Source: an optimization exercise on an open RTL-to-GDS flow (aim: small area, a short achievable clock period and few clock cycles per item). Production flows keep margins and buffers that such runs may drop.
Function was checked by simulation only, so behaviour that the tests miss may differ from the original.
Power is estimated from default activity; no workload was simulated.

### run.sh
#!/bin/bash
# synth_recipe.tcl (not shown) runs the flow's synth.tcl, then flattens the netlist and writes it again
# the make line also repeats each setting of config.mk as NAME=value (left out here)
make -C /OpenROAD-flow-scripts/flow DESIGN_CONFIG=/design/flow/config.mk WORK_HOME=/design/flow/orfs CLKGATE_MAP_FILE= SYNTH_SCRIPT=/design/flow/synth_recipe.tcl finish
### constraint.sdc
create_clock -name core_clock -period 8.0 [get_ports {clk}]
set_input_delay 1.6000 -clock core_clock [delete_from_list [all_inputs] [get_ports {clk}]]
set_output_delay 1.6000 -clock core_clock [all_outputs]
set_load 0.01 [all_outputs]
### config.mk
export PLATFORM = sky130hd
export DESIGN_NAME = siab_adc_hv
export DESIGN_NICKNAME = siab_adc_hv
export VERILOG_FILES = /design/flow/design.v
export SDC_FILE = /design/flow/constraint.sdc
export NUM_CORES = 4
export LEC_CHECK = 0
export CAP_MARGIN = 20
export CORE_MARGIN = 2
export CORE_UTILIZATION = 60
export CTS_BUF_LIST = sky130_fd_sc_hd__clkbuf_4 sky130_fd_sc_hd__clkbuf_8
export SETUP_SLACK_MARGIN = 4.0
export SLEW_MARGIN = 20
export TNS_END_PERCENT = 0
### design.v
module siab_adc_hv (
    input  wire        clk,
    input  wire        rst,
    input  wire        adc_valid,
    input  wire [31:0] adc_word,
    output wire        adc_ready,
    input  wire        cmd_valid,
    input  wire [7:0]  cmd_op,
    input  wire [7:0]  cmd_b1,
    input  wire [7:0]  cmd_b2,
    output wire        cmd_ready,
    output wire        rsp_valid,
    output wire [15:0] rsp_data,
    output reg         hv_en,
    output reg         adc_loop_en,
    output reg         adc_inited,
    output reg  [2:0]  adc_rate_code,
    output reg         hv_safety_en,
    output reg         offset_valid
);
    localparam [7:0] OP_ADC_RATE   = 8'h16;
    localparam [7:0] OP_ADC_INIT   = 8'h17;
    localparam [7:0] OP_ADC_START  = 8'h18;
    localparam [7:0] OP_ADC_STOP   = 8'h19;
    localparam [7:0] OP_ADC_RDAVG  = 8'h1A;
    localparam [7:0] OP_ADC_RECOFF = 8'h1C;
    localparam [7:0] OP_ADC_RDOFF  = 8'h1D;
    localparam [7:0] OP_HV_ON      = 8'h1E;
    localparam [7:0] OP_HV_OFF     = 8'h1F;
    localparam [7:0] OP_HVSAFE_EN  = 8'h20;
    localparam [7:0] OP_HV_STAT    = 8'h21;
    localparam [7:0] OP_HV_SETMAX  = 8'h22;
    localparam [2:0] E_IDLE  = 3'd0;
    localparam [2:0] E_DIV   = 3'd1;   
    localparam [2:0] E_RLOAD = 3'd2;   
    localparam [2:0] E_RSTO  = 3'd3;   
    localparam [1:0] M_AVG = 2'd0;
    localparam [1:0] M_REC = 2'd1;
    reg [31:0] acc_sum [0:15];
    reg [15:0] acc_cnt [0:15];
    reg [23:0] acc_off [0:15];
    reg [15:0] off_hz;              
    reg [15:0] off_ho;              
    reg [15:0] off_ff;              
    reg [15:0] zs;                  
    reg [15:0] le1;                 
    reg [15:0] pend;                
    reg [21:0] hv_max_delta;
    reg [23:0] sy;              
    reg [2:0]  sr;              
    reg [2:0]  scnt;            
    reg        busy;            
    reg        cdiv;            
    reg [7:0]  op_q;
    reg [7:0]  b1_q;
    reg [7:0]  b2_q;
    reg        rsp_v;
    reg        rsp_stat;        
    reg [15:0] rsp_d;
    reg [2:0]  estate;
    reg [1:0]  emode;
    reg [15:0] cur;             
    reg [31:0] dvd;             
    reg [15:0] dvs;
    reg [15:0] rem;
    reg [5:0]  itn;             
    reg        stg_v;
    reg        stg_err;
    reg [3:0]  stg_ch;
    reg [23:0] stg_s;
    reg [24:0] sd;              
    reg        adc_rdy;
    reg [15:0] pa;              
    reg [15:0] oa;              
    assign adc_ready = adc_rdy;
    assign cmd_ready = ~busy;
    assign rsp_valid = rsp_v;
    assign rsp_data  = {rsp_d[15:9], rsp_stat ? hv_en : rsp_d[8], rsp_d[7:0]};
    integer i;
    wire [3:0]  qc = cmd_b1[3:0];           
    wire [15:0] qa = 16'd1 << qc;
    reg [31:0] r_sum;
    reg [15:0] r_cnt;
    reg [23:0] r_off;
    reg        r_ff, r_hz, r_ho;
    reg [15:0] q_sum, q_off;
    reg        q_cnt0, q_ff;
    always @(*) begin
        r_sum = 32'd0;
        r_cnt = 16'd0;
        r_off = 24'd0;
        r_ff  = 1'b0;
        r_hz  = 1'b0;
        r_ho  = 1'b0;
        q_sum  = 16'd0;
        q_cnt0 = 1'b0;
        q_off  = 16'd0;
        q_ff   = 1'b0;
        for (i = 0; i < 16; i = i + 1) begin
            r_sum = r_sum | (acc_sum[i] & {32{pa[i]}});
            r_cnt = r_cnt | (acc_cnt[i] & {16{pa[i]}});
            r_off = r_off | (acc_off[i] & {24{oa[i]}});
            r_ff  = r_ff  | (off_ff[i] & oa[i]);
            r_hz  = r_hz  | (off_hz[i] & oa[i]);
            r_ho  = r_ho  | (off_ho[i] & oa[i]);
            q_sum  = q_sum  | (acc_sum[i][19:4] & {16{qa[i]}});
            q_cnt0 = q_cnt0 | (acc_cnt[i][0] & qa[i]);
            q_off  = q_off  | (acc_off[i][19:4] & {16{qa[i]}});
            q_ff   = q_ff   | (off_ff[i] & qa[i]);
        end
    end
    wire [31:0] p_sum = r_sum;
    wire [15:0] p_cnt = r_cnt;
    wire [23:0] p_off = r_ff ? 24'hFF_FFFF : r_off;
    wire        p_ohz = ~r_ff & r_hz;
    wire        p_oho = r_ff | r_ho;
    wire op_avg   = (op_q == OP_ADC_RDAVG);
    wire op_off   = (op_q == OP_ADC_RDOFF);
    wire waiting  = busy & ~cdiv;
    wire eng_busy = (estate != E_IDLE);
    wire set_busy = (scnt != 3'd0);
    wire rload    = (estate == E_RLOAD);
    wire samp_acc  = adc_valid & adc_rdy;
    wire samp_take = samp_acc & adc_loop_en & ~stg_err;
    wire        sd_ng = sd[24];
    wire        gt24  = sd[23:0] > p_off;
    wire        wrap  = p_off[21:0] > ~hv_max_delta;
    wire        samp_cut = hv_safety_en & offset_valid &
                           (p_ohz ? (~sd_ng & gt24) :
                            p_oho ? (wrap & (~sd_ng | gt24)) : 1'b0);
    wire [24:0] samp_lo  = {1'b0, p_sum[23:0]} + {1'b0, stg_s};
    wire [7:0]  samp_hi1 = p_sum[31:24] + 8'd1;
    wire [31:0] samp_sum = {samp_lo[24] ? samp_hi1 : p_sum[31:24], samp_lo[23:0]};
    wire [15:0] samp_cnt = p_cnt + 16'd1;
    wire        samp_le1 = (p_cnt == 16'h0000) | (p_cnt == 16'hFFFF);
    reg [15:0] zs_s;
    always @(*) begin
        zs_s = zs;
        if (samp_take)
            zs_s[stg_ch] = 1'b0;
    end
    wire hv_s = hv_en & ~(samp_take & samp_cut);
    wire [15:0] rec_new = ~zs_s & ~pend;
    wire [31:0] ld_x    = rload ? p_sum : {p_sum[31:4], 4'h0};
    wire [5:0]  ld_n    = rload ? 6'd32 : 6'd28;
    wire        cnt_le1 = (p_cnt[15:1] == 15'd0);
    reg         rz;         
    wire [23:0] ua_x194 = {b1_q, b2_q} * 8'd194;
    wire [16:0] st_sh  = {rem, dvd[31]};
    wire [17:0] st_sub = {1'b0, st_sh} - {2'b00, dvs};
    wire [15:0] st_rem = st_sub[17] ? st_sh[15:0] : st_sub[15:0];
    wire [31:0] st_dvd = {dvd[30:0], ~st_sub[17]};
    wire        div_last = (estate == E_DIV) & (itn == 6'd1);
    function [3:0] div5(input [3:0] x);    
        case (x)
            4'd0: div5 = {1'b0, 3'd0};
            4'd1: div5 = {1'b0, 3'd1};
            4'd2: div5 = {1'b0, 3'd2};
            4'd3: div5 = {1'b0, 3'd3};
            4'd4: div5 = {1'b0, 3'd4};
            4'd5: div5 = {1'b1, 3'd0};
            4'd6: div5 = {1'b1, 3'd1};
            4'd7: div5 = {1'b1, 3'd2};
            4'd8: div5 = {1'b1, 3'd3};
            4'd9: div5 = {1'b1, 3'd4};
            default: div5 = 4'b1000;
        endcase
    endfunction
    reg [23:0] sy_n;
    reg [2:0]  sr_n;
    reg [21:0] sq_n;
    reg [3:0]  sx;
    integer m;
    always @(*) begin
        sy_n = {sy[19:0], 4'h0};
        sr_n = sr;
        sq_n = hv_max_delta;
        for (m = 0; m < 4; m = m + 1) begin
            sx   = div5({sr_n, sy[23-m]});
            sr_n = sx[2:0];
            sq_n = {sq_n[20:0], sx[3]};
        end
    end
    wire cmd_fire = cmd_valid & ~busy;
    wire q_hit   = samp_take & (stg_ch == qc);
    wire q_empty = zs_s[qc] | pend[qc];
    reg        q_quick;         
    reg [15:0] q_rsp;
    always @(*) begin
        q_quick = 1'b1;
        q_rsp   = 16'h0000;
        case (cmd_op)
            OP_ADC_RDAVG: begin
                if (q_empty)                    q_rsp = 16'hFFFF;
                else if (q_hit | ~le1[qc])      q_quick = 1'b0;
                else                            q_rsp = q_cnt0 ? q_sum : 16'hFFFF;
            end
            OP_ADC_RDOFF: begin
                q_quick = ~pend[qc];
                q_rsp   = ~offset_valid ? 16'h0000 :
                          q_ff ? 16'hFFFF : q_off;
            end
            OP_HV_STAT:    q_rsp   = 16'h0000;
            default: ;
        endcase
    end
    wire c_empty = zs[b1_q[3:0]] | pend[b1_q[3:0]];
    wire c_le1   = le1[b1_q[3:0]];
    reg        w_done;
    reg [15:0] w_rsp;
    always @(*) begin
        w_done = 1'b1;
        w_rsp  = 16'h0000;
        case (op_q)
            OP_ADC_RDAVG: begin
                if (c_empty)                w_rsp = 16'hFFFF;
                else if (eng_busy | ~c_le1) w_done = 1'b0;
                else                        w_rsp = p_cnt[0] ? p_sum[19:4] : 16'hFFFF;
            end
            OP_ADC_RDOFF: begin
                w_done = ~pend[b1_q[3:0]];
                w_rsp  = ~offset_valid ? 16'h0000 : p_off[19:4];
            end
            OP_HV_STAT:    w_rsp  = {7'd0, hv_en, 8'h00};
            default: ;
        endcase
    end
    wire w_fin     = waiting & w_done;
    wire avg_start = waiting & op_avg & ~c_empty & ~c_le1 & ~eng_busy;
    wire q_fin     = cmd_fire & q_quick;
    wire rec_start = cmd_fire & (cmd_op == OP_ADC_RECOFF);
    wire set_start = cmd_fire & (cmd_op == OP_HV_SETMAX);
    wire avg_clear = (q_fin & (cmd_op == OP_ADC_RDAVG) & ~q_empty) |
                     (w_fin & op_avg) | avg_start;
    wire [3:0] avg_ch = cmd_fire ? qc : b1_q[3:0];
    function [15:0] lsb16(input [15:0] m);
        reg lower;
        integer b;
        begin
            lower = 1'b0;
            for (b = 0; b < 16; b = b + 1) begin
                lsb16[b] = m[b] & ~lower;
                lower = lower | m[b];
            end
        end
    endfunction
    reg [2:0]  estate_n;
    reg [1:0]  emode_n;
    reg [15:0] pend_n, zs_n;
    reg        busy_n, cdiv_n, rsp_v_n;
    reg [15:0] rsp_d_n;
    reg [7:0]  op_n, b1_n;
    reg        stg_v_n;
    reg [3:0]  stg_ch_n;
    always @(*) begin
        estate_n = estate;
        emode_n  = emode;
        pend_n   = pend;
        zs_n     = zs_s;
        busy_n   = busy;
        cdiv_n   = cdiv;
        rsp_v_n  = 1'b0;
        rsp_d_n  = rsp_d;
        op_n     = op_q;
        b1_n     = b1_q;
        case (estate)
            E_DIV:
                if (itn == 6'd1) begin
                    case (emode)
                        M_REC:   estate_n = E_RSTO;
                        default: estate_n = E_IDLE;
                    endcase
                end
            E_RLOAD: begin
                zs_n = zs_n | pa;
                estate_n = cnt_le1 ? E_RSTO : E_DIV;
            end
            E_RSTO: begin
                pend_n = pend & ~cur;
                estate_n = (pend_n != 16'd0) ? E_RLOAD : E_IDLE;
            end
            default: ;
        endcase
        if (cdiv & div_last) begin
            busy_n  = 1'b0;
            cdiv_n  = 1'b0;
            rsp_v_n = 1'b1;
            rsp_d_n = st_dvd[15:0];
        end
        if (w_fin) begin
            busy_n  = 1'b0;
            rsp_v_n = 1'b1;
            rsp_d_n = w_rsp;
        end
        if (avg_start) begin
            cdiv_n   = 1'b1;
            estate_n = E_DIV;
            emode_n  = M_AVG;
        end
        if (cmd_fire) begin
            op_n = cmd_op;
            b1_n = cmd_b1;
            if (q_quick) begin
                rsp_v_n = 1'b1;
                rsp_d_n = q_rsp;
            end else
                busy_n = 1'b1;
            if (cmd_op == OP_HV_ON)
                zs_n = zs_n | ~pend;
        end
        if (avg_clear)
            zs_n[avg_ch] = 1'b1;
        if (rec_start) begin
            pend_n = rec_new;
            zs_n   = zs_n | pend;
            emode_n = M_REC;
            estate_n = (rec_new != 16'd0) ? E_RLOAD : E_IDLE;
        end
        stg_v_n  = stg_v ? ~samp_acc : adc_valid;
        stg_ch_n = stg_v ? stg_ch : adc_word[3:0];
    end
    wire        rload_n = rec_start ? (rec_new != 16'd0) :
                          ((estate == E_RSTO) & ((pend & ~cur) != 16'd0));
    wire        avg_n   = (cmd_fire & (cmd_op == OP_ADC_RDAVG) & ~q_quick) |
                          (waiting & op_avg & ~w_done & ~avg_start);
    wire        off_n   = (cmd_fire & (cmd_op == OP_ADC_RDOFF) & pend[qc]) |
                          (waiting & op_off & pend[b1_q[3:0]]);
    wire [15:0] pa_n    = rload_n ? lsb16(pend_n) :
                          (16'd1 << (avg_n ? b1_n[3:0] : stg_ch_n));
    wire [15:0] oa_n    = 16'd1 << (off_n ? b1_n[3:0] : stg_ch_n);
    wire        hold_n  = rload_n | avg_n | off_n | pend_n[stg_ch_n] |
                          set_start | (scnt != 3'd0);
    always @(posedge clk) begin
        if (!stg_v) begin
            stg_s   <= adc_word[31:8];
            stg_err <= |adc_word[7:4];
        end
        sd <= {1'b0, stg_s} - {3'b000, hv_max_delta};
        pa <= rst ? 16'd0 : (pa_n & ~zs_n);
        oa <= oa_n;
        if (cmd_fire)
            b2_q <= cmd_b2;
        rsp_d <= rsp_d_n;
        rsp_stat <= cmd_fire & (cmd_op == OP_HV_STAT);
        for (i = 0; i < 16; i = i + 1) begin
            if (samp_take && stg_ch == i) begin
                acc_sum[i] <= samp_sum;
                acc_cnt[i] <= samp_cnt;
                le1[i]     <= samp_le1;
            end
            if (estate == E_RSTO && cur[i]) begin
                acc_off[i] <= dvd[23:0];
                off_hz[i]  <= (dvd[31:24] == 8'h00);
                off_ho[i]  <= (&dvd[31:22]);
            end
        end
        if (rload) begin
            cur <= pa;
            rz  <= (p_cnt == 16'd0);
        end
        if (estate == E_DIV) begin
            dvd <= st_dvd;
            rem <= st_rem;
            itn <= itn - 6'd1;
        end
        if (avg_start | rload) begin
            rem <= 16'd0;
            dvs <= p_cnt;
            itn <= ld_n;
            dvd <= ld_x;
        end
        if (scnt == 3'd7) begin
            sy <= ua_x194;
            sr <= 3'd0;
        end else begin
            sy <= sy_n;
            sr <= sr_n;
        end
    end
    always @(posedge clk) begin
        if (rst) begin
            busy          <= 1'b0;
            cdiv          <= 1'b0;
            rsp_v         <= 1'b0;
            estate        <= E_IDLE;
            emode         <= M_AVG;
            op_q          <= 8'h00;
            b1_q          <= 8'h00;
            pend          <= 16'd0;
            off_ff        <= 16'd0;
            stg_v         <= 1'b0;
            stg_ch        <= 4'd0;
            adc_rdy       <= 1'b0;
            zs            <= 16'hFFFF;
            hv_en         <= 1'b0;
            adc_loop_en   <= 1'b0;
            adc_inited    <= 1'b0;
            adc_rate_code <= 3'd0;
            hv_safety_en  <= 1'b0;
            offset_valid  <= 1'b0;
            hv_max_delta  <= 22'd0;
            scnt          <= 3'd0;
        end else begin
            busy          <= busy_n;
            cdiv          <= cdiv_n;
            rsp_v         <= rsp_v_n;
            estate        <= estate_n;
            emode         <= emode_n;
            op_q          <= op_n;
            b1_q          <= b1_n;
            pend          <= pend_n;
            zs            <= zs_n;
            stg_v         <= stg_v_n;
            stg_ch        <= stg_ch_n;
            adc_rdy       <= stg_v & stg_v_n & ~hold_n;
            hv_en <= hv_s;
            if (rec_start)
                off_ff <= ~rec_new;
            else if (estate == E_RSTO)
                off_ff <= rz ? (off_ff | cur) : (off_ff & ~cur);
            if (set_start)
                scnt <= 3'd7;
            else if (set_busy)
                scnt <= scnt - 3'd1;
            if (set_busy & (scnt != 3'd7))
                hv_max_delta <= sq_n;
            if (cmd_fire) begin
                case (cmd_op)
                    OP_ADC_RATE:
                        if (cmd_b1 >= 8'd1 && cmd_b1 <= 8'd6)
                            adc_rate_code <= cmd_b1[2:0];
                    OP_ADC_INIT:   adc_inited   <= 1'b1;
                    OP_ADC_START:  adc_loop_en  <= 1'b1;
                    OP_ADC_STOP:   adc_loop_en  <= 1'b0;
                    OP_ADC_RECOFF: offset_valid <= 1'b1;
                    OP_HV_ON:      hv_en        <= 1'b1;
                    OP_HV_OFF:     hv_en        <= 1'b0;
                    OP_HVSAFE_EN:  hv_safety_en <= 1'b1;
                    default: ;
                endcase
            end
        end
    end
endmodule
==> flow_metrics.tcl, run 1 <==
set metrics [dict create \
    drt_first_pass_iters 10 \
    portBuffers 86 \
    pwr-share-seq_pct 52.2 \
    r2r_slack_ns 3.84 \
    cts_tree "yes" \
    leakagePower_nw 27.65 \
    ctsHoldBuffers 0 \
    nFillCells 7888 \
    vias 50470 \
    layout_min_cycle_time_ns 4.232 \
    wirelength_um 240200 \
    status "no timing/DRC/antenna violations" \
    multiInputGateArea_um2 22790 \
    slew_viol_final 0 \
    syn_area_per_cell_um2 13.13 \
    critPathRequiredTime_ns 8.83 \
    fmax_mhz 236.3 \
    place_congestion 1.015 \
    clock-sinks 1529 \
    drt-initial-drc-count 8118 \
    seq_area_um2 43720 \
    cp-start-kind "input pin" \
    gr-usage-met1_pct 53.83 \
    die-area_um2 115000 \
    cap_viol_max_count 0 \
    slew-limit-headroom_pct 18.58 \
    met3_usage_pct 13.23 \
    postRouteAntennaNets 0 \
    internal_power_mw 12.71 \
    overflow 0 \
    crit_fanout 34 \
    async_reset_ff_share_pct 0 \
    num_rows 122 \
    htree_levels 4 \
    whs_endpoint "sy[18]" \
    hold_start "sy[14]" \
    worstMarginPinSlew_ns 1.210 \
    post-dp-hpwl_um 136600 \
    syn2layout_area_growth_pct 14.49 \
    yosys_warnings 4 \
    combPwrFrac_pct 9.5 \
    grt_busiest_layer "met2" \
    min_delay_path_depth 2 \
    final_layout_size_suffix_gt1_share_pct 15.86 \
    synthCells 5131 \
    cts_buffers 234 \
    power_frac_clock_pct 38.3 \
    crit_path_end_kind "register" \
    drc 0 \
    yosysSeqAreaShare_pct 64.81 \
    nets 5628 \
    grtUsageMet2_pct 61.13 \
    finalHoldViolCount 0 \
    grt_usage_pct 40.71 \
    ios 87 \
    vias_per_cell 7.148 \
    antenna_found_initial 6 \
    synth_edf_count 1304 \
    worstSetupPathType "in2reg" \
    synth_nets 5397 \
    synthFlopType "edfxtp_1" \
    r2r-end "acc_sum[11][22]" \
    grt_pass1_wl_um 336300 \
    grt_pass1_vias 48550 \
    ys_types 95 \
    die_w_um 339.1 \
    cts_max_path_buffers 3 \
    core_area_um2 111000 \
    tns_ns 0 \
    clkLatencyLatePin_ns 0.99 \
    ir_drop_mv 0.2147 \
    utilization_pct 69.50 \
    rr_startpoint "pa[12]" \
    die_h_um 339.1 \
    rsz0062_at_grt "yes" \
    grt_max_degree 57 \
    ys_ff_latch 1529 \
    root_buffer "clkbuf_8" \
    post_drt_wl_per_cell_um 34.02 \
    hp-class "reg2reg" \
    skew_ns 0.04755 \
    powerDensity_nw_per_um2 220.4 \
    switching_share_pct 25.22 \
    fin_crit_sh_pct 52.90 \
    synth.cell_area_um2 67370 \
    arrival_ns 5.06 \
    p_switching_mw 4.287 \
    clkTransAtPathRegs_ns 0.06 \
    setup-violations-final 0 \
    r2r_cells 16 \
    start_util_pct 60.71 \
]
## cells by family after synthesis
family	after synthesis	share of synthesized area, %
xor+xnor	99	1.287
fa+ha+maj	207	3.963
flops	1529	64.81
compound gates	1529	16.75
simple gates	1130	8.168
buf+inv	546	3.172
mux	91	1.844
## cells in the final DEF (no fill, tap or decap), types with 22 or more instances in the layout
cell type        synthesis  routed
edfxtp_1              1304    1304
a22oi_1                537     530
nand2_1                275     270
nor2_1                 281     249
clkbuf_8                 0     243
inv_1                  223     221
dfxtp_1                225     205
a21oi_1                213     204
a221oi_1               200     195
ha_1                   195     184
a22o_1                 181     181
nand3_1                170     166
buf_4                   16     157
o21ai_0                119     108
nand4_1                103     103
clkbuf_4                 0      91
clkdlybuf4s50_1          0      77
nor3_1                  79      65
clkinv_1                 1      55
mux2i_1                 45      44
xnor2_1                 71      40
and3_1                  35      34
clkinv_2                 0      32
a21o_1                  31      31
buf_6                    2      31
a31oi_1                 31      30
or3_1                   31      26
nor2_4                   0      26
xnor2_2                  0      25
xor2_1                  28      25
nor2b_1                 25      24
mux4_2                  24      24
nand2b_1                23      23
buf_12                   0      23
a211oi_1                24      22
## cells in the mapped netlist, drive strengths merged (19+ instances only)
| cell type | number | area [um^2] |
|---|---|---|
| a22o | 181 | 1585 |
| a21oi | 213 | 1066 |
| nand2b | 23 | 143.9 |
| o21ai | 121 | 605.6 |
| dfxtp | 225 | 4504 |
| nor4 | 23 | 158.9 |
| or3 | 31 | 193.9 |
| nand4 | 103 | 644.4 |
| a22oi | 537 | 4031 |
| o221ai | 19 | 166.4 |
| and3 | 35 | 219.0 |
| mux2i | 45 | 450.4 |
| nand2 | 275 | 1032 |
| a221oi | 200 | 1752 |
| xor2 | 28 | 245.2 |
| inv | 223 | 837.1 |
| edfxtp | 1304 | 39160 |
| nor3 | 80 | 405.4 |
| nor2b | 25 | 156.4 |
| a211oi | 24 | 180.2 |
| mux4 | 24 | 540.5 |
| nand3 | 170 | 850.8 |
| buf | 91 | 429.2 |
| nor2 | 282 | 1061 |
| ha | 195 | 2440 |
| xnor2 | 71 | 621.9 |
| a31oi | 32 | 206.5 |
| a21o | 31 | 232.7 |
| mux2 | 22 | 251.5 |
| clkbuf | 231 | 867.1 |
## power by group through the flow
| stage | clock, mW | combinational (mW) | sequential, mW |
|---|---|---|---|
| floorplan | 0 | 1.10 | 8.93 |
| global placement | 0 | 1.50 | 9.03 |
| detailed placement | 0 | 1.53 | 9.02 |
| CTS | 6.53 | 1.56 | 8.86 |
| global route | 6.90 | 1.77 | 8.87 |
| finish | 6.51 | 1.62 | 8.87 |
## state kept, by name (all words and copies together), names as in the netlist, 16 cells and up, named ones only
signal / count
rsp_d: 16
off_hz: 16
sd: 25
acc_cnt: 256
pa: 16
hv_max_delta: 22
zs: 16
acc_off: 384
off_ho: 16
dvd: 32
stg_s: 24
oa: 16
dvs: 16
cur: 16
rem: 16
acc_sum: 512
pend: 16
le1: 16
sy: 23
## through the flow
stage                     hold slack (ns)  setup slack, ns  cell area [um^2]  total power, mW  instances
final                              0.4278            3.768             77130            17.00       7061
after global routing               0.4684            3.741             77120            17.55       7058
after CTS                          0.4375            3.841             75860            16.95       7004
after detailed placement           0.4201            1.980             70180            10.55       6522
after global placement             0.4228            2.088             70160            10.52       6521
after floorplan                    0.4014            3.193             67400            10.03       5131
## worst max-delay path, stage by stage
cell             delay [ns]
clkdlybuf4s50_1        0.45
buf_4                  0.37
nor4bb_4               0.35
buf_4                  0.72
a22o_1                 0.23
a221oi_1               0.05
nand3_1                0.13
nor2_1                 0.13
nor3_2                 0.30
buf_4                  0.32
a21oi_1                0.11
o31a_1                 0.25
## metal layers
layer	vias to the layer above	routed length (um)	share of wire (%)
met2	4086	105800	44
met3	943	34640	14
met1	24530	85880	36
met5	-	308	0.13
met4	8	13580	5.7
li1	20900	-	-
## layout make-up
cell class	instances	area share, %
Clock inverter	107	0.8744
Timing Repair Buffer	313	4.120
Antenna cell	6	0.01947
Tap cell	1488	2.414
Timing Repair inverter	1	0.006489
Multi-Input combinational cell	3059	29.55
Clock buffer	334	5.222
Sequential cell	1529	56.69
Inverter	224	1.101
## worst max-delay path by stage
stage	startpoint	to	slack [ns]
final	cmd_b1[3]	rsp_d[10]	3.77
after global routing	pa[12]	acc_sum[12][30]	3.74
after CTS	pa[0]	acc_sum[12][30]	3.84
after detailed placement	adc_valid	pa[12]	1.98
after global placement	adc_valid	pa[9]	2.09
after floorplan	adc_valid	acc_cnt[12][0]	3.19
## what timing repair did
action,4_1_cts,5_1_grt
gates cloned,3,9
pin swaps,18,37
buffers inserted,38,42
gates resized for setup,132,145
setup endpoints to repair,885,518
Testbench counts, summed over its fixed seeds: cycles 2,417, cmds 2,400.
==> run 2, diff against run 1 <==
--- a/design.v
+++ b/design.v
@@ -129,7 +129,20 @@
                            (p_ohz ? (~sd_ng & gt24) :
                             p_oho ? (wrap & (~sd_ng | gt24)) : 1'b0);
-    wire [24:0] samp_lo  = {1'b0, p_sum[23:0]} + {1'b0, stg_s};
-    wire [7:0]  samp_hi1 = p_sum[31:24] + 8'd1;
-    wire [31:0] samp_sum = {samp_lo[24] ? samp_hi1 : p_sum[31:24], samp_lo[23:0]};
+    function [31:0] add32(input [31:0] a, input [31:0] b);
+        reg [31:0] g, p, p0;
+        integer d, n;
+        begin
+            g  = a & b;
+            p0 = a ^ b;
+            p  = p0;
+            for (d = 1; d < 32; d = d * 2)
+                for (n = 31; n >= d; n = n - 1) begin
+                    g[n] = g[n] | (p[n] & g[n-d]);
+                    p[n] = p[n] & p[n-d];
+                end
+            add32 = p0 ^ {g[30:0], 1'b0};
+        end
+    endfunction
+    wire [31:0] samp_sum = add32(p_sum, {8'h00, stg_s});
     wire [15:0] samp_cnt = p_cnt + 16'd1;
     wire        samp_le1 = (p_cnt == 16'h0000) | (p_cnt == 16'hFFFF);
--- a/config.mk
+++ b/config.mk
@@ -9,5 +9,7 @@
 export CORE_MARGIN = 2
 export CORE_UTILIZATION = 60
-export CTS_BUF_LIST = sky130_fd_sc_hd__clkbuf_4 sky130_fd_sc_hd__clkbuf_8
+export CTS_BUF_LIST = sky130_fd_sc_hd__clkbuf_8
+export CTS_CLUSTER_DIAMETER = 60
+export CTS_CLUSTER_SIZE = 12
 export SETUP_SLACK_MARGIN = 4.0
 export SLEW_MARGIN = 20
==> run 2 against run 1 <==
Net effect: clock power shrank 28%; worst setup slack gained 0.043 ns; clock-buffer cell count shrank 175; flip-flop and latch count is the same; highest routed layer unchanged; critical path type is now reg2reg; wire length grew 0.83%; power shrank 11%; via count is essentially flat; worst hold slack gained 0.0045 ns; sequential power is essentially flat.
==> flow_metrics.tcl, run 2 <==
set metrics [dict create \
    status "no timing/DRC/antenna violations" \
    syn2layout_area_growth_pct 11.44 \
    ios 87 \
    worstSetupPathType "reg2reg" \
    syn_area_per_cell_um2 13.13 \
    core_area_um2 112200 \
    final_common_cell "edfxtp_1" \
    synth.most_common_cell "edfxtp_1" \
    place_congestion 1.000 \
    synthFlopType "edfxtp_1" \
    post_drt_wl_per_cell_um 35.15 \
    r2r-end "hv_en" \
    cpLargestDelayFamily "simple AND/OR/NAND/NOR gates" \
    slowest_stage "or4_4" \
    ys_ff_latch 1529 \
    final_layout_size_suffix_gt1_share_pct 12.20 \
    worstMarginPinSlew_ns 1.161 \
    yosysSeqAreaShare_pct 64.53 \
    cts_tree "yes" \
    crit_chain "buf_4 > a22oi_1 > nand2_1 > or3_1 > buf_4 > or4_4 > ha_1 > nand4_1 > nor3_4 > o221ai_1 > a211oi_2 > nand3b_1 > a21o_1 > a31o_2" \
    finalPower_mw 15.16 \
    powerDensity_nw_per_um2 201.0 \
    r2r_slack_ns 3.81 \
    yosys-top-cells-area "edfxtp_1 58%, dfxtp_1 6.7%, a22oi_1 5.6%" \
    fin_crit_sh_pct 52.36 \
    synth_nets 5418 \
    drc 0 \
    nFillCells 8128 \
    wirelength_um 242200 \
    finalHoldViolCount 0 \
    die_w_um 339.8 \
    ir_drop_mv 0.1896 \
    min_delay_path_depth 2 \
    timing.hold.ws_ns 0.4323 \
    whs_endpoint "sy[14]" \
    overflow 0 \
    ys_types 98 \
    setup-violations-final 0 \
    r2r_cells 14 \
    yosysTopAreaCellShare_pct 57.87 \
    yosys_warnings 4 \
    clkLatencyLatePin_ns 0.89 \
    nets 5558 \
    hold_start "sy[10]" \
    root_buffer "clkbuf_8" \
    mostFrequentLayoutCells "1304 x edfxtp_1, 505 x a22oi_1, 270 x inv_1, 262 x nand2_1, 248 x nor2_1" \
    crit_path_end_kind "register" \
    start_util_pct 60.31 \
    rr_startpoint "oa[0]" \
    path_common_cell "buf_4" \
    grt_max_degree 72 \
    synth_top_cell_by_area "edfxtp_1" \
    cts_max_path_buffers 3 \
    tns_ns 0 \
    grt_pass1_vias 48090 \
    antenna_found_initial 13 \
    num_rows 123 \
    fmax_mhz 238.7 \
    critPathRequiredTime_ns 8.77 \
    grt_pass1_wl_um 341700 \
    skew_ns 0.05080 \
    slew_viol_final 0 \
    cp-start-kind "register" \
    die-area_um2 115500 \
    vias_per_cell 7.330 \
    arrival_ns 4.96 \
    drt_first_pass_iters 8 \
    slew-limit-headroom_pct 22.03 \
    max_stage_delay_ns 0.62 \
    layout_min_cycle_time_ns 4.189 \
    crit_fanout 27 \
    hp-class "reg2reg" \
    grt_usage_pct 41.25 \
    die_h_um 339.8 \
    async_reset_ff_share_pct 0 \
    vias 50510 \
    crit_buf_inv 2 \
    clock-sinks 1529 \
    clkTransAtPathRegs_ns 0.08 \
    portBuffers 86 \
    synth.cell_area_um2 67670 \
    largest_reg_flops 512 \
    htree_levels 4 \
    post-dp-hpwl_um 139000 \
    postRouteAntennaNets 0 \
    rsz0062_at_grt "yes" \
    cap_viol_max_count 0 \
    largest_registers "acc_sum x512, acc_off x384, acc_cnt x256" \
    synth_commonest_cells "1304 x edfxtp_1, 506 x a22oi_1, 279 x nor2_1, 266 x nand2_1, 225 x dfxtp_1" \
    cts_buffers 153 \
    synthCells 5154 \
    leakagePower_nw 26.16 \
    synth_edf_count 1304 \
    regMostFlops "acc_sum" \
    drt-initial-drc-count 7502 \
]
[run 2: through the flow]
step	worst slack (ns)	util [%]	std cells	instance area, um^2
finish	3.811	67.21	6891	75410
floorplan	3.211	-	5154	67700
detailed placement	1.889	62.86	6557	70520
global route	3.673	67.20	6887	75400
CTS	3.717	66.45	6851	74550
global placement	2.038	62.83	6556	70490
[run 2: metal layers]
layer  share of wire, %  vias up  track usage (%)  wire length, um
li1                   -    20740                -                -
met1                 36    24680            55.20            87650
met2                 44     4096            62.75           106500
met3                 14      990            11.80            34110
met4                5.7        6            19.26            13890
met5              0.014        -                0               34
[run 2: worst max-delay path by stage]
stage / to / slack, ns / cells after the start / start
2_1_floorplan: acc_cnt[15][0] / 3.21 / 5 / adc_valid
3_3_place_gp: pa[4] / 2.04 / 11 / adc_valid
3_5_place_dp: rsp_d[11] / 1.89 / 12 / cmd_b1[2]
4_1_cts: acc_sum[1][28] / 3.72 / 17 / pa[7]
5_1_grt: acc_sum[11][28] / 3.67 / 16 / pa[8]
6_report: hv_en / 3.81 / 14 / oa[0]
[run 2: timing repair]
item	in CTS	in global routing
endpoints found under the setup margin	936	631
gates resized for setup	145	79
hold buffers	0	0
pin swaps	30	50
gates cloned	7	3
buffers inserted	40	31
[run 2: power by group]
| group | total (mW) | switching (mW) | internal [mW] |
|---|---|---|---|
| Combinational | 1.63 | 1.00 | 0.629 |
| Sequential | 8.86 | 0.175 | 8.69 |
| Clock | 4.66 | 2.74 | 1.92 |
[run 2: area by class of cell]
cell class	instances	area [um^2]	share of cell area [%]
multi-input combinational	3096	23170	30.72
clock inverter	88	500.5	0.6637
clock buffer	159	2188	2.902
timing repair inverter	1	5.005	0.006637
antenna	5	12.51	0.01659
timing repair buffer	299	3119	4.137
sequential	1529	43720	57.98
inverter	214	815.8	1.082
tap	1500	1877	2.489
[run 2: kinds of logic after synthesis]
logic type	after synthesis	share of synthesized area (%)
AOI/OAI and AO/OA	1578	17.24
adders and majority gates	206	3.924
DFF	1529	64.53
xor gates and xnor gates	98	1.268
and+or+nand+nor	1146	8.517
muxes	66	1.427
buffers and inverters	531	3.094
[run 2: worst min-delay path: stages, from the launching register on]
cell and delay [ns]:
dfxtp_1 0.31, nand2_1 0.04, o21ai_0 0.05
Testbench counts of run 2, summed over its fixed seeds: cycles 2,417, cmds 2,400.
==> run 3, diff against run 2 <==
--- a/design.v
+++ b/design.v
@@ -71,8 +71,9 @@
     reg [24:0] sd;              
     reg        adc_rdy;
+    reg [7:0]  swait;           
     reg [15:0] pa;              
     reg [15:0] oa;              
     assign adc_ready = adc_rdy;
-    assign cmd_ready = ~busy;
+    assign cmd_ready = ~busy & ~swait[7];
     assign rsp_valid = rsp_v;
     assign rsp_data  = {rsp_d[15:9], rsp_stat ? hv_en : rsp_d[8], rsp_d[7:0]};
@@ -195,5 +196,5 @@
         end
     end
-    wire cmd_fire = cmd_valid & ~busy;
+    wire cmd_fire = cmd_valid & ~busy & ~swait[7];
     wire q_hit   = samp_take & (stg_ch == qc);
     wire q_empty = zs_s[qc] | pend[qc];
@@ -405,4 +406,5 @@
             stg_ch        <= 4'd0;
             adc_rdy       <= 1'b0;
+            swait         <= 8'd0;
             zs            <= 16'hFFFF;
             hv_en         <= 1'b0;
@@ -427,4 +429,8 @@
             stg_ch        <= stg_ch_n;
             adc_rdy       <= stg_v & stg_v_n & ~hold_n;
+            if (~stg_v_n)
+                swait <= 8'd0;
+            else if (~swait[7])
+                swait <= swait + 8'd1;
             hv_en <= hv_s;
             if (rec_start)
==> run 3 against run 2 <==
Net effect: still clean; global-route usage hardly changed; maximum frequency decreased by 4.9%; clock skew up 0.0086 ns; critical path depth up 3; synthesized cell count down 0.60%; first-iteration DRC count increased by 7.0%; cell count barely moved; largest power group unchanged.
==> flow_metrics.tcl, run 3 <==
set metrics [dict create \
    tns_ns 0 \
    postRouteAntennaNets 0 \
    powerDensity_nw_per_um2 205.6 \
    synth_nets 5387 \
    vias_per_cell 7.299 \
    yosys-top-cells-area "edfxtp_1 58%, dfxtp_1 6.9%, a22oi_1 5.6%" \
    drc 0 \
    synth.most_common_cell "edfxtp_1" \
    regMostFlops "acc_sum" \
    seq_area_um2 43880 \
    worstSetupPathType "reg2reg" \
    crit_fanout 22 \
    rsz0062_at_grt "yes" \
    final_common_cell "edfxtp_1" \
    largest_reg_flops 512 \
    cts_tree "yes" \
    core_area_um2 112000 \
    synthCells 5123 \
    yosysTopAreaCellShare_pct 58.06 \
    syn_area_per_cell_um2 13.17 \
    dp_cells 6535 \
    leakagePower_nw 26.08 \
    htree_levels 4 \
    largest_registers "acc_sum x512, acc_off x384, acc_cnt x256" \
    grt_max_degree 86 \
    fmax_mhz 227.0 \
    portBuffers 86 \
    synth_top_cell_by_area "edfxtp_1" \
    gr-usage-met1_pct 55.25 \
    met3_usage_pct 12.47 \
    grtUsageMet2_pct 61.26 \
    mostFrequentLayoutCells "1304 x edfxtp_1, 495 x a22oi_1, 290 x nand2_1, 275 x nor2_1, 264 x inv_1" \
    ios 87 \
    ys_types 95 \
    grt_pass1_vias 47910 \
    synthFlopType "edfxtp_1" \
    nets 5555 \
    place_congestion 1.010 \
    ys_ff_latch 1537 \
    multiInputGateArea_um2 22780 \
    synth.cell_area_um2 67450 \
    synth_commonest_cells "1304 x edfxtp_1, 501 x a22oi_1, 302 x nor2_1, 293 x nand2_1, 233 x dfxtp_1" \
    timing.hold.ws_ns 0.4299 \
    grt_usage_pct 41.23 \
    clock-sinks 1537 \
    critPathRequiredTime_ns 8.62 \
    hp-class "reg2reg" \
    post_drt_wl_per_cell_um 35.03 \
    synth-adder-area-share_pct 3.922 \
    final_layout_size_suffix_gt1_share_pct 12.74 \
    nFillCells 8351 \
    drt-initial-drc-count 8029 \
    post-dp-hpwl_um 136600 \
    cap_viol_max_count 0 \
    clkLatencyLatePin_ns 0.91 \
    root_buffer "clkbuf_8" \
    cp-start-kind "register" \
    grt_busiest_layer "met2" \
    grt_pass1_wl_um 340300 \
    yosysSeqAreaShare_pct 64.97 \
    yosys.area_share.simple_pct 8.414 \
    stdcell_count 6888 \
    synth_xor_area_share_pct 1.376 \
    start_util_pct 60.20 \
    synthMuxAreaShare_pct 1.465 \
    synth_top_family_by_area "compound AO/OA/AOI/OAI gates" \
    worstMarginPinSlew_ns 1.206 \
    die-area_um2 115100 \
    clkTransAtPathRegs_ns 0.08 \
    skew_ns 0.05936 \
    num_rows 123 \
    overflow 0 \
    layout_min_cycle_time_ns 4.404 \
    antenna_found_initial 11 \
    arrival_ns 5.03 \
    finalPower_mw 15.49 \
    status "no timing/DRC/antenna violations" \
    wirelength_um 241300 \
    yosys_warnings 4 \
    drt_first_pass_iters 7 \
    synth_edf_count 1304 \
    die_h_um 339.3 \
    crit_path_end_kind "register" \
    cts_max_path_buffers 3 \
    synth_compound_gate_area_share_pct 16.80 \
    setup-violations-final 0 \
    async_reset_ff_share_pct 0 \
    syn2layout_area_growth_pct 11.72 \
    cts_buffers 156 \
    fin_crit_sh_pct 55.05 \
    die_w_um 339.3 \
    ir_drop_mv 0.1773 \
    vias 50280 \
    finalHoldViolCount 0 \
    slew-limit-headroom_pct 19.59 \
    slew_viol_final 0 \
]
[run 3: cell count changes after synthesis, moves of 14 or more]
| cell | previous run | this run |
|---|---|---|
| a41oi_1 | 7 | 24 |
| o22ai_1 | 13 | 27 |
| a31oi_1 | 43 | 27 |
| nand3_1 | 144 | 127 |
| o21ai_0 | 127 | 110 |
| nor2_1 | 279 | 302 |
| nand4_1 | 128 | 106 |
| a21o_1 | 46 | 31 |
| nand2_1 | 266 | 293 |
[run 3: critical path, cell delays in order (launching register included)]
cell and delay, ns:
dfxtp_4 0.43, buf_12 0.21, a22o_1 0.23, a221oi_1 0.24, nand3_1 0.13, nor2_2 0.21, inv_1 0.07, ha_1 0.42
nand4_1 0.13, or4b_4 0.57, nand3_4 0.10, nand2_4 0.07, o311ai_4 0.32, a21o_1 0.19, a21o_4 0.13, nand3b_1 0.21
xor2_4 0.26, buf_16 0.18
[run 3: path summary, 6_finish.rpt]
check / startpoint / endpoint / slack (ns) / cells past startpoint
hold / removal: sy[18] / sy[22] / 0.43 / 2
setup reg to reg: pa[1] / acc_sum[6][30] / 3.60 / 17
hold reg to reg: sy[18] / sy[22] / 0.43 / 2
setup / recovery: pa[1] / acc_sum[6][30] / 3.60 / 17
[run 3: power by group]
part	internal [mW]	switching, mW	total, mW
Sequential	8.74	0.177	8.91
Combinational	0.653	1.05	1.70
Clock	2.05	2.82	4.87
[run 3: logic make-up after synthesis]
kind of cell	count (synthesis)
mux	65
compound gates	1526
xor+xnor	106
buf+inv	518
simple gates	1166
flops	1537
fa+ha+maj	205
[run 3: final cells by class]
cell class / instances / share of cell area, %
inverters: 208 / 1.041
multi-input cells: 3072 / 30.23
well taps: 1500 / 2.491
clock inverters: 93 / 0.8618
repair buffers: 316 / 4.244
diodes: 4 / 0.01328
clock buffers: 158 / 2.886
flip-flops and latches: 1537 / 58.24
[run 3: per-stage QoR]
stage / area, um^2 / setup WS (ns) / util [%]
2_1_floorplan: 67570 / 3.327 / -
3_3_place_gp: 70340 / 1.930 / 62.78
3_5_place_dp: 70370 / 1.975 / 62.81
4_1_cts: 74340 / 3.630 / 66.35
5_1_grt: 75350 / 3.536 / 67.25
6_report: 75350 / 3.596 / 67.26
[run 3: routing by layer]
layer / vias up / part of all wire [%]
met5: - / 0.042
met4: 10 / 6.2
met3: 983 / 15
met2: 4086 / 43
met1: 24630 / 36
li1: 20570 / -
[run 3: timing repair]
action | CTS | global route
resized for setup | 117 | 101
hold buffers | 0 | 0
endpoints found under the hold margin | 0 | 0
buffers inserted | 40 | 49
pin swaps | 16 | 32
gates cloned | 6 | 2
setup endpoints to repair | 762 | 639
Testbench counts of run 3, summed over its fixed seeds: cycles 2,417, cmds 2,400.
==> run 4, diff against run 3 <==
--- a/config.mk
+++ b/config.mk
@@ -12,5 +12,5 @@
 export CTS_CLUSTER_DIAMETER = 60
 export CTS_CLUSTER_SIZE = 12
-export SETUP_SLACK_MARGIN = 4.0
+export SETUP_SLACK_MARGIN = 4.4
 export SLEW_MARGIN = 20
 export TNS_END_PERCENT = 0
==> run 4 against run 3 <==
Net effect: global-route usage increased by 0.61 points; wire length increased by 1.6%; worst setup slack improved by 0.15 ns; non-clock buffer count increased by 48; still clean on timing, DRC and antenna; via count increased by 0.86%; clock power decreased by 3%; critical path type unchanged; critical endpoint is now acc_sum[5][30]; largest cell class unchanged.
==> flow_metrics.tcl, run 4 <==
set metrics [dict create \
    status "no timing/DRC/antenna violations" \
    core_area_um2 112000 \
    synth_nets 5387 \
    final_common_cell "edfxtp_1" \
    regMostFlops "acc_sum" \
    rsz0062_at_grt "yes" \
    post-dp-hpwl_um 136800 \
    layout_min_cycle_time_ns 4.250 \
    syn2layout_area_growth_pct 12.78 \
    yosys-top-cells-area "edfxtp_1 58%, dfxtp_1 6.9%, a22oi_1 5.6%" \
    skew_ns 0.04221 \
    die_w_um 339.3 \
    place_congestion 1.006 \
    crit_fanout 8 \
    grt_pass1_vias 48330 \
    dp_cells 6534 \
    cap_viol_max_count 0 \
    crit_chain "buf_12 > buf_16 > buf_4 > a22o_1 > a221oi_1 > nand3_1 > nor2_2 > inv_1 > ha_1 > nor3_2 > nor3_1 > a21oi_2 > o311ai_4 > a21o_1 > a21o_4 > nand3b_1 > xor2_4 > clkbuf_16" \
    arrival_ns 4.90 \
    gr-usage-met1_pct 55.89 \
    drt_first_pass_iters 7 \
    timing.hold.ws_ns 0.4344 \
    synthCells 5123 \
    worstMarginPinSlew_ns 1.215 \
    stdcell_count 6916 \
    synth_top_cell_by_area "edfxtp_1" \
    worstSetupPathType "reg2reg" \
    async_reset_ff_share_pct 0 \
    largest_reg_flops 512 \
    antenna_found_initial 9 \
    nets 5597 \
    synth_edf_count 1304 \
    synthFlopType "edfxtp_1" \
    root_buffer "clkbuf_8" \
    clkLatencyLatePin_ns 0.92 \
    postRouteAntennaNets 0 \
    grt_pass1_wl_um 344100 \
    post_drt_wl_per_cell_um 35.44 \
    drc 0 \
    setup-violations-final 0 \
    start_util_pct 60.20 \
    cts_buffers 152 \
    finalPower_mw 15.39 \
    die_h_um 339.3 \
    met3_usage_pct 13.79 \
    clock-sinks 1537 \
    ir_drop_mv 0.1790 \
    critPathRequiredTime_ns 8.65 \
    cp-start-kind "register" \
    grt_busiest_layer "met2" \
    cts_max_path_buffers 3 \
    synth_commonest_cells "1304 x edfxtp_1, 501 x a22oi_1, 302 x nor2_1, 293 x nand2_1, 233 x dfxtp_1" \
    drt-initial-drc-count 8314 \
    syn_area_per_cell_um2 13.17 \
    crit_path_end_kind "register" \
    yosysTopAreaCellShare_pct 58.06 \
    slowest_stage "dfxtp_4" \
    yosys_warnings 4 \
    mostFrequentLayoutCells "1304 x edfxtp_1, 496 x a22oi_1, 291 x nand2_1, 270 x nor2_1, 248 x inv_1" \
    leakagePower_nw 26.42 \
    overflow 0 \
    ys_ff_latch 1537 \
    fmax_mhz 235.3 \
    powerDensity_nw_per_um2 202.3 \
    synth.most_common_cell "edfxtp_1" \
    nFillCells 8140 \
    tns_ns 0 \
    seq_area_um2 43890 \
    portBuffers 86 \
    yosysSeqAreaShare_pct 64.97 \
    grt_usage_pct 41.84 \
    max_stage_delay_ns 0.43 \
    synth.cell_area_um2 67450 \
    htree_levels 4 \
    grtUsageMet2_pct 61.62 \
    pre_cts_ws_ns 2.017 \
    vias 50710 \
    vias_per_cell 7.332 \
    num_rows 123 \
    fin_crit_sh_pct 53.12 \
    final_layout_size_suffix_gt1_share_pct 13.83 \
    multiInputGateArea_um2 23010 \
    setup_ws_ns 3.750 \
    clkTransAtPathRegs_ns 0.09 \
    largest_registers "acc_sum x512, acc_off x384, acc_cnt x256" \
    cts_tree "yes" \
    slew_viol_final 0 \
    grt_max_degree 65 \
    slew-limit-headroom_pct 19.03 \
    hp-class "reg2reg" \
    ios 87 \
    ys_types 95 \
    finalHoldViolCount 0 \
    die-area_um2 115100 \
    wirelength_um 245100 \
]
run 4: through the flow:
step                instance area (um^2)  util [%]
global route                       76060     67.88
floorplan                          67740         -
detailed placement                 70400     62.83
CTS                                75360     67.27
global placement                   70370     62.81
finish                             76070     67.90
run 4: routing by layer:
layer  vias to the layer above  part of all wire (%)
li1                      20660                     -
met1                     24770                    36
met2                      4231                    43
met3                      1046                    15
met4                         8                   6.5
met5                         -                 0.055
run 4: final timing paths:
path         slack (ns)             end  depth (start not counted)   from
min                0.43           sy[9]                          2  sy[5]
max                3.75  acc_sum[5][30]                         18  pa[0]
min reg2reg        0.43           sy[9]                          2  sy[5]
max reg2reg        3.75  acc_sum[5][30]                         18  pa[0]
run 4: repair_timing:
| item | 4_1_cts | 5_1_grt |
|---|---|---|
| endpoints found under the setup margin | 1228 | 1060 |
| gates cloned | 15 | 2 |
| gates resized for setup | 232 | 60 |
| buffers inserted | 97 | 30 |
| hold buffers | 0 | 0 |
| pin swaps | 43 | 45 |
run 4: critical path: cells and delay by family (launching register included):
family                     cells  cell delay [ns]
DFF                            1             0.43
AOI/OAI and AO/OA              6             1.13
xor gates and xnor gates       1             0.14
adders and majority gates      1             0.24
buffers and inverters          5             0.74
and+or+nand+nor                5             1.26
run 4: cell families (layout without fill, tap and decap cells):
kind of cell	after synthesis	in the layout	share of synthesized area, %
adder cells (fa/ha/maj)	205	205	3.922
flip-flops	1537	1537	64.97
other	0	6	0
XOR/XNOR	106	106	1.376
AO/OA/AOI/OAI	1526	1527	16.80
multiplexers	65	65	1.465
AND/OR/NAND/NOR	1166	1167	8.414
buffers and inverters	518	803	3.046
run 4: layout make-up:
class / count / share of cell area, %
repair buffers: 364 / 5.033
diodes: 6 / 0.01974
well taps: 1500 / 2.467
flip-flops and latches: 1537 / 57.70
multi-input cells: 3070 / 30.25
clock inverters: 73 / 0.6431
inverters: 208 / 1.026
clock buffers: 158 / 2.859
run 4: report_power, final:
| group | total, mW | switching [mW] | internal (mW) | leakage (nW) |
|---|---|---|---|---|
| Sequential | 8.91 | 0.178 | 8.74 | 13.9 |
| Clock | 4.71 | 2.77 | 1.94 | 1.53 |
| Combinational | 1.76 | 1.07 | 0.688 | 11.0 |
| Total | 15.4 | 4.02 | 11.4 | 26.4 |
==> run 5, diff against run 4 <==
--- a/config.mk
+++ b/config.mk
@@ -8,9 +8,9 @@
 export CAP_MARGIN = 20
 export CORE_MARGIN = 2
-export CORE_UTILIZATION = 60
+export CORE_UTILIZATION = 65
 export CTS_BUF_LIST = sky130_fd_sc_hd__clkbuf_8
 export CTS_CLUSTER_DIAMETER = 60
 export CTS_CLUSTER_SIZE = 12
-export SETUP_SLACK_MARGIN = 4.4
+export SETUP_SLACK_MARGIN = 4.0
 export SLEW_MARGIN = 20
 export TNS_END_PERCENT = 0
==> run 5 against run 4 <==
Net effect: sequential share of layout area grew 0.84 points; power is 0.75% lower; worst hold slack got worse by 0.0026 ns; flip-flop and latch count unchanged; non-clock buffer count is 64 lower; clock power decreased by 1%; die area fell by 7.6%; global-route usage increased by 1.7 points; worst setup slack lost 0.056 ns; synthesized cell count is the same; combinational power decreased by 3%.
==> flow_metrics.tcl, run 5 <==
set metrics [dict create \
    syn_area_per_cell_um2 13.17 \
    drt-initial-drc-count 8368 \
    grt_max_degree 58 \
    fmax_mhz 232.2 \
    ys_ff_latch 1537 \
    tns_ns 0 \
    final_common_cell "edfxtp_1" \
    hp-class "reg2reg" \
    slew-limit-headroom_pct 19.11 \
    syn2layout_area_growth_pct 11.14 \
    power_frac_clock_pct 30.4 \
    nets 5536 \
    async_reset_ff_share_pct 0 \
    rsz0062_at_grt "yes" \
    whs_endpoint "sy[21]" \
    skew_ns 0.05369 \
    ios 87 \
    vias_per_cell 7.504 \
    powerDensity_nw_per_um2 203.7 \
    grt_pass1_wl_um 332100 \
    cp-start-kind "input pin" \
    utilization_pct 72.64 \
    worstMarginPinSlew_ns 1.210 \
    start_util_pct 65.36 \
    overflow 0 \
    p_switching_mw 3.981 \
    hold_start "sy[17]" \
    pwr-share-seq_pct 58.4 \
    clock-sinks 1537 \
    core_area_um2 103200 \
    cts_max_path_buffers 3 \
    antenna_found_initial 8 \
    die_w_um 326.1 \
    r2r_cells 16 \
    die_h_um 326.1 \
    drc 0 \
    root_buffer "clkbuf_8" \
    synth_commonest_cells "1304 x edfxtp_1, 501 x a22oi_1, 302 x nor2_1, 293 x nand2_1, 233 x dfxtp_1" \
    cts_buffers 154 \
    r2r-end "hv_en" \
    ir_drop_mv 0.1947 \
    synth.most_common_cell "edfxtp_1" \
    place_congestion 1.019 \
    die-area_um2 106400 \
    multiInputGateArea_um2 22940 \
    seq_area_um2 43890 \
    yosys-top-cells-area "edfxtp_1 58%, dfxtp_1 6.9%, a22oi_1 5.6%" \
    largest_reg_flops 512 \
    synth_nets 5387 \
    critPathRequiredTime_ns 8.74 \
    cap_viol_max_count 0 \
    layout_min_cycle_time_ns 4.306 \
    synthFlopType "edfxtp_1" \
    setup-violations-final 0 \
    portBuffers 86 \
    post_drt_wl_per_cell_um 34.87 \
    leakagePower_nw 25.97 \
    r2r_slack_ns 3.73 \
    synth_edf_count 1304 \
    switching_share_pct 26.07 \
    vias 50650 \
    cts_tree "yes" \
    largest_registers "acc_sum x512, acc_off x384, acc_cnt x256" \
    drt_first_pass_iters 9 \
    yosys_warnings 4 \
    clkTransAtPathRegs_ns 0.08 \
    ys_types 95 \
    finalHoldViolCount 0 \
    yosysTopAreaCellShare_pct 58.06 \
    num_rows 118 \
    internal_power_mw 11.29 \
    status "no timing/DRC/antenna violations" \
    rr_startpoint "oa[3]" \
    htree_levels 4 \
    mostFrequentLayoutCells "1304 x edfxtp_1, 497 x a22oi_1, 291 x nand2_1, 272 x nor2_1, 264 x inv_1" \
    regMostFlops "acc_sum" \
    yosysSeqAreaShare_pct 64.97 \
    synth_top_cell_by_area "edfxtp_1" \
    synth.cell_area_um2 67450 \
    combPwrFrac_pct 11.2 \
    grt_usage_pct 43.56 \
    slew_viol_final 0 \
    postRouteAntennaNets 0 \
    post-dp-hpwl_um 138200 \
    wirelength_um 235300 \
    worstSetupPathType "in2reg" \
    min_delay_path_depth 1 \
    timing.hold.ws_ns 0.4318 \
    synthCells 5123 \
    crit_path_end_kind "register" \
    crit_fanout 12 \
    arrival_ns 5.04 \
    grt_pass1_vias 48180 \
    final_layout_size_suffix_gt1_share_pct 12.69 \
    clkLatencyLatePin_ns 0.91 \
    nFillCells 6785 \
    fin_crit_sh_pct 53.83 \
]
## run 5: cell count changes in the layout (fill, tap and decap cells not counted), moves of 6 or more
cell,delta
buf_12,-6
buf_4,-47
buf_6,+6
bufbuf_16,-9
clkinvlp_4,+6
inv_1,+16
## run 5: worst max-delay path, stage by stage
cell and delay [ns]:
clkdlybuf4s50_1 0.58, nand4b_1 0.18, buf_4 0.18, o41a_1 0.48, mux4_2 0.53, a211oi_4 0.30, and3b_4 0.32, a21oi_4 0.16
mux2_4 0.37, nor2b_2 0.24, a211oi_1 0.09
## run 5: how the worst max path moves through the flow
stage                   start         endpoint  slack, ns  depth (start not counted)
floorplan           adc_valid    acc_cnt[8][0]       3.33                          4
global placement    cmd_b1[0]        rsp_d[13]       2.13                         11
detailed placement  cmd_b1[0]         rsp_d[5]       1.98                         11
CTS                    pa[15]  acc_sum[10][25]       3.75                         17
global route          b2_q[4]           sy[22]       3.65                         16
finish              adc_valid            pa[4]       3.69                         11
## run 5: power groups by stage
| stage | Combinational, mW | Clock, mW | Sequential, mW |
|---|---|---|---|
| global placement | 1.56 | 0 | 9.09 |
| global route | 1.87 | 4.91 | 8.93 |
| finish | 1.71 | 4.64 | 8.92 |
| detailed placement | 1.60 | 0 | 9.09 |
| floorplan | 1.16 | 0 | 8.99 |
| CTS | 1.63 | 4.63 | 8.91 |
## run 5: final cells by class
| class | instances | share of cell area [%] |
|---|---|---|
| antenna | 10 | 0.03338 |
| clock inverter | 89 | 0.6944 |
| sequential | 1537 | 58.54 |
| inverter | 208 | 1.042 |
| timing repair buffer | 300 | 3.939 |
| tap | 1380 | 2.303 |
| multi-input combinational | 3071 | 30.60 |
| clock buffer | 155 | 2.846 |
## run 5: logic make-up after synthesis
| logic type | after synthesis | share of synthesized area, % |
|---|---|---|
| AOI/OAI and AO/OA | 1526 | 16.80 |
| xor gates and xnor gates | 106 | 1.376 |
| adders and majority gates | 205 | 3.922 |
| buffers and inverters | 518 | 3.046 |
| DFF | 1537 | 64.97 |
| muxes | 65 | 1.465 |
| and+or+nand+nor | 1166 | 8.414 |
## run 5: per-layer routing
metal / wire (um) / track usage, % / share of wire (%) / up-vias
met4: 15550 / 22.69 / 6.6 / 5
met1: 79710 / 56.93 / 34 / 24260
met2: 101200 / 64.61 / 43 / 4687
met5: 70 / 0 / 0.030 / -
met3: 38790 / 15.39 / 16 / 1157
li1: - / - / - / 20540
## run 5: what timing repair did
item | in CTS | in global routing
resized for setup | 147 | 112
hold buffers | 0 | 0
buffers inserted | 42 | 26
pin swaps | 17 | 38
setup endpoints to repair | 825 | 551
cloned | 5 | 1
## run 5: through the flow
step / area, um^2 / std cells / total power [mW] / setup WS [ns]
floorplan: 67570 / 5123 / 10.15 / 3.327
global placement: 70190 / 6421 / 10.65 / 2.132
detailed placement: 70210 / 6421 / 10.69 / 1.977
CTS: 74000 / 6712 / 15.17 / 3.752
global route: 74950 / 6744 / 15.71 / 3.650
finish: 74960 / 6750 / 15.27 / 3.694
==> run 6, diff against run 5 <==
--- a/config.mk
+++ b/config.mk
@@ -8,8 +8,6 @@
 export CAP_MARGIN = 20
 export CORE_MARGIN = 2
-export CORE_UTILIZATION = 65
-export CTS_BUF_LIST = sky130_fd_sc_hd__clkbuf_8
-export CTS_CLUSTER_DIAMETER = 60
-export CTS_CLUSTER_SIZE = 12
+export CORE_UTILIZATION = 60
+export CTS_BUF_LIST = sky130_fd_sc_hd__clkbuf_4 sky130_fd_sc_hd__clkbuf_8
 export SETUP_SLACK_MARGIN = 4.0
 export SLEW_MARGIN = 20
==> run 6 against run 5 <==
Net effect: clock skew down 0.0092 ns; core utilization decreased by 3.7 points; flip-flop and latch count unchanged; power is 16% higher; first-iteration DRC count down 3.1%; synthesized area unchanged; still clean on timing, DRC and antenna; wire length up 2.7%; register-to-register slack got worse by 0.16 ns; critical path depth grew 7; global-route usage shrank 2.1 points; die area rose by 8.2%; sequential power about the same.
==> flow_metrics.tcl, run 6 <==
set metrics [dict create \
    async_reset_ff_share_pct 0 \
    core_area_um2 112000 \
    crit_fanout 27 \
    tns_ns 0 \
    yosys_warnings 4 \
    path_common_cell "a21oi_1" \
    leakagePower_nw 26.98 \
    synth_top_cell_by_area "edfxtp_1" \
    setup-violations-final 0 \
    yosys-top-cells-area "edfxtp_1 58%, dfxtp_1 6.9%, a22oi_1 5.6%" \
    drt_first_pass_iters 8 \
    synthFlopType "edfxtp_1" \
    grt_pass1_wl_um 342700 \
    final_common_cell "edfxtp_1" \
    wirelength_um 241800 \
    slew_viol_final 0 \
    ys_types 95 \
    worstSetupPathType "reg2reg" \
    die_w_um 339.3 \
    max_stage_delay_ns 0.52 \
    antenna_found_initial 8 \
    htree_levels 4 \
    status "no timing/DRC/antenna violations" \
    fin_crit_sh_pct 55.32 \
    synth_nets 5387 \
    ys_ff_latch 1537 \
    cts_max_path_buffers 3 \
    skew_ns 0.04445 \
    nFillCells 8121 \
    largest_reg_flops 512 \
    hp-class "reg2reg" \
    post_drt_wl_per_cell_um 34.28 \
    synth_edf_count 1304 \
    drc 0 \
    pwr-share-seq_pct 50.4 \
    yosysSeqAreaShare_pct 64.97 \
    start_util_pct 60.20 \
    drt-initial-drc-count 8110 \
    overflow 0 \
    internal_power_mw 13.27 \
    powerDensity_nw_per_um2 229.1 \
    final_layout_size_suffix_gt1_share_pct 15.11 \
    placed_cell_area_um2 70370 \
    power_frac_clock_pct 40.0 \
    vias_per_cell 7.196 \
    crit_path_end_kind "register" \
    yosysTopAreaCellShare_pct 58.06 \
    num_rows 123 \
    cts_tree "yes" \
    grt_max_degree 86 \
    ios 87 \
    fmax_mhz 226.0 \
    place_congestion 1.010 \
    root_buffer "clkbuf_8" \
    clkTransAtPathRegs_ns 0.07 \
    cts_buffers 235 \
    cp-start-kind "register" \
    slew-limit-headroom_pct 19.92 \
    postRouteAntennaNets 0 \
    final_area_um2 77270 \
    die-area_um2 115100 \
    synth.cell_area_um2 67450 \
    rsz0062_at_grt "yes" \
    mostFrequentLayoutCells "1304 x edfxtp_1, 498 x a22oi_1, 291 x nand2_1, 277 x nor2_1, 254 x clkbuf_8" \
    cap_viol_max_count 0 \
    layout_min_cycle_time_ns 4.426 \
    critPathRequiredTime_ns 8.90 \
    grt_usage_pct 41.50 \
    clock-sinks 1537 \
    nets 5605 \
    arrival_ns 5.33 \
    die_h_um 339.3 \
    ir_drop_mv 0.2112 \
    portBuffers 86 \
    finalHoldViolCount 0 \
    slowest_stage "nand4_1" \
    syn2layout_area_growth_pct 14.56 \
    p_switching_mw 4.427 \
    combPwrFrac_pct 9.6 \
    largest_registers "acc_sum x512, acc_off x384, acc_cnt x256" \
    syn_area_per_cell_um2 13.17 \
    clkLatencyLatePin_ns 1.00 \
    post-dp-hpwl_um 136600 \
    worstMarginPinSlew_ns 1.201 \
    vias 50750 \
    crit_chain "buf_6 > a22oi_2 > nand2_1 > nor3_1 > buf_4 > nand4_1 > inv_1 > ha_1 > a21o_1 > a21oi_1 > o21bai_1 > a21oi_1 > o21ai_0 > a2111oi_1 > nor2_1 > a21boi_0 > a211o_1 > a21oi_1" \
    switching_share_pct 25.02 \
    synth_commonest_cells "1304 x edfxtp_1, 501 x a22oi_1, 302 x nor2_1, 293 x nand2_1, 233 x dfxtp_1" \
    grt_pass1_vias 48720 \
    synth.most_common_cell "edfxtp_1" \
    regMostFlops "acc_sum" \
    synthCells 5123 \
]
## run 6: repair_timing
item,CTS,global route
hold buffers,0,0
pin swaps,15,26
buffers inserted,35,26
resized for setup,103,78
setup endpoints to repair,667,673
cloned,5,2
## run 6: cells by family after synthesis
logic type,share of synthesized area [%]
DFF,64.97
AOI/OAI and AO/OA,16.80
and+or+nand+nor,8.414
buffers and inverters,3.046
adders and majority gates,3.922
xor gates and xnor gates,1.376
muxes,1.465
## run 6: final cells by class
class / count / area [um^2] / share of cell area (%)
clock buffer: 322 / 4006 / 5.185
inverter: 208 / 784.5 / 1.015
multi-input combinational: 3072 / 22700 / 29.38
tap: 1500 / 1877 / 2.429
sequential: 1537 / 43880 / 56.79
clock inverter: 119 / 1097 / 1.420
antenna: 8 / 20.02 / 0.02591
timing repair buffer: 287 / 2904 / 3.758
## run 6: worst max-delay path, delay by kind of cell, from the launching register on
kind | cells | cell delay, ns
and+or+nand+nor | 4 | 1.01
buffers and inverters | 3 | 0.74
AOI/OAI and AO/OA | 10 | 2.00
DFF | 1 | 0.31
adders and majority gates | 1 | 0.26
## run 6: path summary, 6_finish.rpt
check | depth (start not counted) | slack [ns] | start | endpoint
setup / recovery | 18 | 3.57 | oa[6] | hv_en
hold / removal | 2 | 0.42 | sy[18] | sy[22]
setup reg to reg | 18 | 3.57 | oa[6] | hv_en
hold reg to reg | 2 | 0.42 | sy[18] | sy[22]
## run 6: stage by stage
stage	setup slack (ns)	total power, mW	cells	hold slack, ns	util (%)
3_3_place_gp	1.930	10.67	6534	0.4253	62.78
5_1_grt	3.486	18.25	7047	0.4702	68.95
6_report	3.574	17.70	7053	0.4186	68.97
3_5_place_dp	1.975	10.70	6535	0.4229	62.81
2_1_floorplan	3.327	10.15	5123	0.4014	-
4_1_cts	3.600	17.66	7016	0.4249	68.24
## run 6: routing by layer
| layer | vias up | track usage, % | wire (um) |
|---|---|---|---|
| met3 | 1013 | 12.44 | 34260 |
| li1 | 20780 | - | - |
| met1 | 24820 | 55.62 | 87380 |
| met2 | 4137 | 61.53 | 104900 |
| met5 | - | 1.103 | 181 |
| met4 | 2 | 21.61 | 15040 |
## run 6: power groups by stage
stage | logic (mW) | registers [mW] | clock network (mW)
floorplan | 1.16 | 8.99 | 0
global placement | 1.59 | 9.09 | 0
detailed placement | 1.61 | 9.08 | 0
CTS | 1.64 | 8.92 | 7.11
global route | 1.86 | 8.94 | 7.46
finish | 1.69 | 8.93 | 7.08

==> re-timing with driven ports <==
No port has a modelled driver above. Below, the same layouts with a new extraction and two added sets of constraints. Step 1: set_driving_cell puts a clkbuf_16 on clk and a buf_2 on each other input, an assumption about the parent block. Step 2 times the ports against the registers' clock, not the clock port: input delays grow and output delays shrink by t, the midpoint of the rising clock arrivals with the driver on. a / b / c = ideal / step 1 / step 2; a / b = the first two.
run	t, ns	setup slack, ns	clock arrival spread, ns
run 1	1.046	3.768 / 3.823 / 2.777	0.048 / 0.048
run 2	0.949	3.811 / 3.811 / 2.927	0.054 / 0.054
run 3	0.954	3.596 / 3.596 / 2.753	0.060 / 0.061
run 4	0.978	3.750 / 3.750 / 2.846	0.043 / 0.043
run 5	0.958	3.694 / 3.728 / 2.789	0.054 / 0.055
run 6	1.052	3.574 / 3.574 / 2.604	0.047 / 0.047
After both steps setup and hold are still met in every run listed. The setup slack of run 1, which loses most, moves by +0.055 ns with the drivers and by -0.991 ns with both steps.
